Source: an optimization exercise on an open RTL-to-GDS flow (aim: small area). Production flows keep margins and buffers that such runs may drop.
At most, simulation tests tie the RTL to the original design; equivalence was not proved.
Power is estimated from default activity; no workload was simulated.

==> xenon: inputs <==
==> flow/design.v <==
module rgb2aled_core (
    input  wire       clk,
    input  wire       rst,
    input  wire       din,
    output reg        dout,
    output wire [7:0] pwm0,
    output wire [7:0] pwm1,
    output wire [7:0] pwm2,
    output wire [7:0] pwm3,
    output wire [7:0] pwm4,
    output wire [7:0] pwm5
);
    reg         in_cap, in_rel, cm, ncm;
    reg  [3:0]  t;
    localparam [3:0] T_S8  = 4'b0100;
    localparam [3:0] T_S12 = 4'b1011;
    localparam [3:0] T_S13 = 4'b1000;
    reg  [9:0]  idle;
    localparam [9:0] IDLE_S999 = 10'b0001111111;
    reg  [12:0] bcnt;
    reg  [47:0] cap;    
    reg  [47:0] pwm;
    assign pwm0 = pwm[47:40];
    assign pwm1 = pwm[39:32];
    assign pwm2 = pwm[31:24];
    assign pwm3 = pwm[23:16];
    assign pwm4 = pwm[15:8];
    assign pwm5 = pwm[7:0];
    wire [9:0]  idle_step = {~idle[8:0], idle[2] ^ idle[9]};
    wire [12:0] bcnt_step = {~bcnt[11:0], bcnt[8] ^ bcnt[12]};
    wire [3:0]  t_step    = {~t[2:0], t[0] ^ t[3]};
    wire idle_sat   = (idle == IDLE_S999);
    wire reset_seen = !din && idle_sat;
    wire in_wr    = !in_cap && !in_rel && !cm;
    wire t_idle   = (t == 4'd0);
    wire sample   = in_cap && (t == T_S12);
    wire wait_low = in_cap ? (t == T_S13) : (t == T_S8);
    wire cap_done = bcnt[12] && !bcnt[11];
    wire rel_last = ({bcnt[11:9], bcnt[7:0]} == 11'b010_11010100);
    wire bit_end  = wait_low && !din;             
    wire end_bit  = in_rel && bit_end;            
    wire cap_clr  = reset_seen && (in_wr || (in_cap && t_idle));
    wire to_rel   = in_cap && bit_end && cap_done;
    wire to_cm    = in_rel && (t_idle ? reset_seen : (bit_end && rel_last));
    always @(posedge clk)
        if (rst || din)
            idle <= 10'd0;
        else if (!idle_sat)
            idle <= idle_step;
    always @(posedge clk)
        if (sample)
            cap <= {cap[46:0], ~din};
    always @(posedge clk)
        if (cap_clr)
            bcnt <= 13'd0;
        else if (sample || end_bit)
            bcnt <= bcnt_step;
    always @(posedge clk)
        pwm <= (cap & {48{cm}}) | (pwm & {48{ncm}}) | {48{rst}};
    always @(posedge clk) begin
        in_cap <= !rst && ((in_wr && reset_seen) || (in_cap && !to_rel));
        in_rel <= !rst && (to_rel || (in_rel && !to_cm));
        cm     <= !rst && to_cm;
        ncm    <= rst || !to_cm;
    end
    always @(posedge clk) begin
        if (rst)
            dout <= 1'b0;
        else if (in_rel && t_idle && din)
            dout <= 1'b1;
        else if (end_bit)
            dout <= 1'b0;
    end
    always @(posedge clk) begin
        if (!(in_cap || in_rel))
            t <= 4'd0;
        else if (t_idle) begin
            if (din) t <= t_step;
        end else if (wait_low) begin
            if (!din) t <= 4'd0;
        end else
            t <= t_step;
    end
endmodule
==> flow/flow/run.sh <==
#!/bin/bash
# Own layout flow: the standard flow (standard.sh) with three changes:
#  - synthesis maps the logic with an area-oriented ABC script (area.abc);
#    everything else in synthesis is the standard flow's own script (synth_recipe.tcl),
#    so the registers are the standard synthesis's;
#  - the ports are buffered with sky130_fd_sc_hd__buf_1;
#  - clock tree: clkbuf_8 root, clkbuf_4 leaves, no dummy loads.
# Each tool's output goes to a log file in this folder.
set -euo pipefail
HERE=$(pwd)
FLOWDIR=$HERE/flow
export MY_ABC_SCRIPT=$FLOWDIR/area.abc
export BUFFER_PORTS_ARGS="-buffer_cell sky130_fd_sc_hd__buf_1"
export CTS_ARGS="-sink_clustering_enable -repair_clock_nets -dont_use_dummy_load -root_buf sky130_fd_sc_hd__clkbuf_8 -buf_list sky130_fd_sc_hd__clkbuf_4"
sed "s#SYNTH_SCRIPT=[^ ]*#SYNTH_SCRIPT=$FLOWDIR/area_synth.tcl#" standard.sh > my_standard.sh
bash my_standard.sh > flow_make.log 2>&1
==> flow/flow/area.abc <==
strash
&get -n
&deepsyn -T 20
&put
&get -n
&dch -f
&nf -R 1000
&put
==> flow/flow/area_synth.tcl <==
# synth_recipe.tcl with one change: Yosys's abc pass uses the ABC script named
# by MY_ABC_SCRIPT instead of ORFS's speed script.
proc synth {args} { yosys synth -nofsm -noshare {*}$args }
proc abc {args} {
  set i [lsearch $args -script]
  if {$i >= 0} { lset args [expr {$i+1}] $::env(MY_ABC_SCRIPT) }
  yosys abc {*}$args
}
source $::env(SCRIPTS_DIR)/synth.tcl
# left out here: clear keep_hierarchy, flatten, clean up, hide names made inside functions, write 1_2_yosys.v
==> flow/standard.sh <==
#!/bin/bash
# synth_recipe.tcl (not shown) runs the flow's synth.tcl, then flattens the netlist and writes it again
# the make line also repeats each setting of config.mk as NAME=value (left out here)
make -C /OpenROAD-flow-scripts/flow DESIGN_CONFIG=/design/flow/config.mk WORK_HOME=/design/flow/orfs CLKGATE_MAP_FILE= SYNTH_SCRIPT=/design/flow/synth_recipe.tcl "${@:-finish}"
==> flow/config.mk <==
export PLATFORM = sky130hd
export DESIGN_NAME = rgb2aled_core
export DESIGN_NICKNAME = rgb2aled_core
export VERILOG_FILES = /design/flow/design.v
export SDC_FILE = /design/flow/constraint.sdc
export NUM_CORES = 4
export LEC_CHECK = 0
export CAP_MARGIN = 20
export CORE_MARGIN = 2
export CORE_UTILIZATION = 85
export PLACE_DENSITY = 0.9
export SLEW_MARGIN = 20
==> flow/constraint.sdc <==
create_clock -name core_clock -period 10.0 [get_ports {clk}]
set_input_delay 2.0000 -clock core_clock [delete_from_list [all_inputs] [get_ports {clk}]]
set_output_delay 2.0000 -clock core_clock [all_outputs]
set_load 0.01 [all_outputs]
==> zinc (differences from xenon) <==
==> flow/flow/run.sh (replaced) <==
#!/bin/bash
# Own layout flow: the standard flow (standard.sh) with three changes:
#  - synthesis maps the logic with an area-oriented ABC script (area.abc);
#    everything else in synthesis is the standard flow's own script (synth_recipe.tcl),
#    so the registers are the standard synthesis's;
#  - the ports are buffered with sky130_fd_sc_hd__buf_1;
#  - clock tree: clkbuf_2 root, clkbuf_4 leaves, no dummy loads.
# Each tool's output goes to a log file in this folder.
set -euo pipefail
HERE=$(pwd)
FLOWDIR=$HERE/flow
export MY_ABC_SCRIPT=$FLOWDIR/area.abc
export BUFFER_PORTS_ARGS="-buffer_cell sky130_fd_sc_hd__buf_1"
export CTS_ARGS="-sink_clustering_enable -repair_clock_nets -dont_use_dummy_load -root_buf sky130_fd_sc_hd__clkbuf_2 -buf_list sky130_fd_sc_hd__clkbuf_4"
sed "s#SYNTH_SCRIPT=[^ ]*#SYNTH_SCRIPT=$FLOWDIR/area_synth.tcl#" standard.sh > my_standard.sh
bash my_standard.sh > flow_make.log 2>&1
Settings changed: CORE_UTILIZATION 85 to 80, PLACE_DENSITY 0.9 to default.
==> results.json <==
{
  "cts_root_buf": "clkbuf_8",
  "num_rows": 24,
  "place_ws_ps": 5890,
  "start_util_pct": 89.7,
  "firstError": "[ERROR DPL-0033] detailed placement checks failed during check placement.",
  "globalplace.congestion": 0.830,
  "dp.cells": 365,
  "status": "aborted with a tool error",
  "stop_stage": "clock tree synthesis (4_1_cts)",
  "die_w_um": 72.2,
  "seq_area_frac_synth_pct": 76.9,
  "cts_hold_buf": 0,
  "die_h_um": 72.2
}
# the run above: xenon

==> results.json <==
{
  "status": "no timing/DRC/antenna violations",
  "num_rows": 25,
  "clk_share_pct": 2.86,
  "synth_fp_nets": 265,
  "reg2reg_to": "bcnt[10]",
  "dp.cells": 380,
  "place_ws_ps": 5960,
  "crit_end": "bcnt[10]",
  "critPathLaunchType": "primary input",
  "firstDrtPassIters": 5,
  "cts_hold_buf": 0,
  "numCtsBuffers": 17,
  "die_w_um": 74.3,
  "cts_root_buf": "clkbuf_2",
  "rsz0062_at_grt": "no"
}
# the run above: zinc


* * *

==> inputs of 12-01 <==
RTL: the design.v shown in full above, as it stands there.
clock: 10.0 ns
lec_check: 0
cap_margin: 20
core_margin: 2
core_utilization: 65
slew_margin: 20
standard.sh (not shown) runs the stock make flow with config.mk's settings and CLKGATE_MAP_FILE= SYNTH_SCRIPT=/design/flow/synth_recipe.tcl, a recipe that flattens the netlist after the stock synthesis.
==> flow/flow/run.sh <==
#!/bin/bash
# Own layout flow: the standard flow (standard.sh) with three changes:
#  - synthesis maps the logic with an area-oriented ABC script (area.abc);
#    everything else in synthesis is the standard flow's own script (synth_recipe.tcl),
#    so the registers are the standard synthesis's;
#  - the ports are buffered with sky130_fd_sc_hd__buf_1;
#  - clock tree: clkbuf_8 root, clkbuf_4 leaves, no dummy loads.
# Each tool's output goes to a log file in this folder.
set -euo pipefail
HERE=$(pwd)
FLOWDIR=$HERE/flow
export MY_ABC_SCRIPT=$FLOWDIR/area.abc
export BUFFER_PORTS_ARGS="-buffer_cell sky130_fd_sc_hd__buf_1"
export CTS_ARGS="-sink_clustering_enable -repair_clock_nets -dont_use_dummy_load -root_buf sky130_fd_sc_hd__clkbuf_8 -buf_list sky130_fd_sc_hd__clkbuf_4"
sed "s#SYNTH_SCRIPT=[^ ]*#SYNTH_SCRIPT=$FLOWDIR/area_synth.tcl#" standard.sh > my_standard.sh
bash my_standard.sh > flow_make.log 2>&1
==> flow/flow/area.abc <==
strash
dc2
&get -n
&dch -f
&nf -R 1000
&put
==> flow/flow/area_synth.tcl <==
# synth_recipe.tcl with one change: Yosys's abc pass uses the ABC script named
# by MY_ABC_SCRIPT instead of ORFS's speed script.
proc synth {args} { yosys synth -nofsm -noshare {*}$args }
proc abc {args} {
  set i [lsearch $args -script]
  if {$i >= 0} { lset args [expr {$i+1}] $::env(MY_ABC_SCRIPT) }
  yosys abc {*}$args
}
source $::env(SCRIPTS_DIR)/synth.tcl
# left out here: clear keep_hierarchy, flatten, clean up, hide names made inside functions, write 1_2_yosys.v
==> 12-10: changes against 12-01 <==
==> flow/design.v (replaced) <==
module rgb2aled_core (
    input  wire       clk,
    input  wire       rst,
    input  wire       din,
    output reg        dout,
    output wire [7:0] pwm0,
    output wire [7:0] pwm1,
    output wire [7:0] pwm2,
    output wire [7:0] pwm3,
    output wire [7:0] pwm4,
    output wire [7:0] pwm5
);
    localparam [1:0] PH_WAIT_RESET = 2'd0;
    localparam [1:0] PH_CAPTURE    = 2'd1;
    localparam [1:0] PH_RELAY      = 2'd2;
    localparam [1:0] PH_COMMIT     = 2'd3;
    reg  [1:0]  phase;
    reg  [3:0]  d;
    reg  [9:0]  idle;
    reg  [12:0] bcnt;
    reg  [47:0] cap;    
    reg  [47:0] pwm;
    assign pwm0 = pwm[47:40];
    assign pwm1 = pwm[39:32];
    assign pwm2 = pwm[31:24];
    assign pwm3 = pwm[23:16];
    assign pwm4 = pwm[15:8];
    assign pwm5 = pwm[7:0];
    localparam [9:0] IDLE_END = 10'b0001111111;
    wire idle_sat   = (idle == IDLE_END);
    wire [9:0]  idle_step = {~idle[8:0], idle[2] ^ idle[9]};
    wire [12:0] bcnt_step = {~bcnt[11:0], bcnt[8] ^ bcnt[12]};
    wire reset_seen = !din && idle_sat;
    wire commit_next = !rst && (phase == PH_RELAY) &&
                       ((d == 4'd0) ? (!din && reset_seen) : (end_bit && rel_last));
    wire in_cap  = (phase == PH_CAPTURE);
    wire in_rel  = (phase == PH_RELAY);
    wire sample  = in_cap && (d == 4'd12);
    wire cap_done = bcnt[12] && !bcnt[11];
    wire rel_last = ({bcnt[11:9], bcnt[7:0]} == 11'b010_11010100);
    wire end_bit = in_rel && !din && ((d == 4'd12) || (d == 4'd13));
    always @(posedge clk) begin
        if (rst)
            idle <= 10'd0;
        else if (din)
            idle <= 10'd0;
        else if (!idle_sat)
            idle <= idle_step;
    end
    always @(posedge clk) begin
        if (sample)
            cap <= {cap[46:0], ~din};
    end
    always @(posedge clk) begin
        if ((phase == PH_WAIT_RESET || (in_cap && d == 4'd0 && !din)) && reset_seen)
            bcnt <= 13'd0;
        else if (sample || end_bit)
            bcnt <= bcnt_step;
    end
    reg cm, ncm;
    always @(posedge clk) begin
        cm  <= commit_next;
        ncm <= !commit_next;
    end
    always @(posedge clk)
        pwm <= (cap & {48{cm}}) | (pwm & {48{ncm}}) | {48{rst}};
    always @(posedge clk) begin
        if (rst) begin
            phase <= PH_WAIT_RESET;
            dout  <= 1'b0;
        end else begin
            case (phase)
                PH_WAIT_RESET: if (reset_seen) phase <= PH_CAPTURE;
                PH_CAPTURE: if (d == 4'd13 && !din && cap_done) phase <= PH_RELAY;
                PH_RELAY: begin
                    if (d == 4'd0) begin
                        if (din) dout <= 1'b1;
                        else if (reset_seen) phase <= PH_COMMIT;
                    end else if (end_bit) begin
                        dout <= 1'b0;
                        if (rel_last) phase <= PH_COMMIT;
                    end
                end
                PH_COMMIT: phase <= PH_WAIT_RESET;
            endcase
        end
    end
    always @(posedge clk) begin
        if (!(in_cap || in_rel))
            d <= 4'd0;
        else if (d == 4'd0) begin
            if (din) d <= in_rel ? 4'd5 : 4'd1;
        end else if (d == 4'd13) begin
            if (!din) d <= 4'd0;
        end else if (end_bit)
            d <= 4'd0;
        else
            d <= d + 1'b1;
    end
endmodule
==> flow/flow/run.sh (replaced) <==
#!/bin/bash
export BUFFER_PORTS_ARGS="-buffer_cell sky130_fd_sc_hd__buf_1"
export CTS_ARGS="-sink_clustering_enable -repair_clock_nets -dont_use_dummy_load -buf_list sky130_fd_sc_hd__clkbuf_8"
bash standard.sh > standard.log 2>&1
- CORE_UTILIZATION: 65 -> 40
removed: flow/flow/area.abc
removed: flow/flow/area_synth.tcl
==> run notes <==
slowest cell on the critical path a21oi_1; Area growth, synth to finish 11.6%; Internal between 0.0006 and 0.0007 W; P_comb between 0.000007 and 0.000008 W; Total Routing Usage GR between 20% and 30%; routed len/inst approximately 17 um; Register Area between 0.003 and 0.004 mm^2; worst r2r src in_cap$_DFF_P_; leakage power ~1.5 nW; status no timing/DRC/antenna violations; Clock net power between 0.0002 and 0.00025 W; Syn Std Cell Area 0.00402 mm^2; HP Start idle[6]$_SDFFE_PP0P_; Setup WS post-layout 6.86 ns; vias per cell about 6
The numbers above come from 12-01.

==> run notes <==
P_comb about 0.000012 W; Syn Std Cell Area 0.00434 mm^2; status no timing/DRC/antenna violations; Clock net power 0.000308 W; HP Start idle[7]$_SDFFE_PP0P_; routed len/inst 16.0 um; Internal 0.000695 W; slowest cell on the critical path nor2b_1; worst r2r src d[0]$_SDFFE_PP0P_; leakage power 1.60 nW; vias per cell about 5.4; Area growth, synth to finish 12.4%; Total Routing Usage GR approximately 15%; Register Area around 0.0030 mm^2
The numbers above come from 12-10.

Function not checked in 12-10: the RTL went through the layout flow alone.

afterwards: timing with drivers on the ports:
The flow's constraints put no driver on any port. The routed layouts listed below were extracted and timed again, unchanged, in two steps. Step 1, drivers: a clkbuf_16 drives clk and a buf_2 each remaining input, both assumed. Step 2 times the ports against the registers' clock, not the clock port: input delays grow and output delays shrink by t, the midpoint of the rising clock arrivals with the driver on. Slacks: ideal / step 1 / step 2; pairs: ideal / step 1.
run	shift t [ns]	setup WS [ns]	hold WS [ns]	latest minus earliest clock arrival (ns)	slew at the worst register clock pin (ns)
zinc	0.637	6.549 / 6.554 / 5.917	0.422 / 0.422 / 0.422	0.021 / 0.021	0.10 / 0.10
12-01	0.400	6.860 / 6.868 / 6.467	0.411 / 0.411 / 0.411	0.035 / 0.035	0.11 / 0.11
12-10	0.441	6.776 / 6.785 / 6.345	0.407 / 0.407 / 0.407	0.037 / 0.037	0.09 / 0.09
After both steps setup and hold are still met in every run listed. For zinc, which loses most, drivers alone change the setup slack by +0.005 ns; drivers and shift together by -0.632 ns.
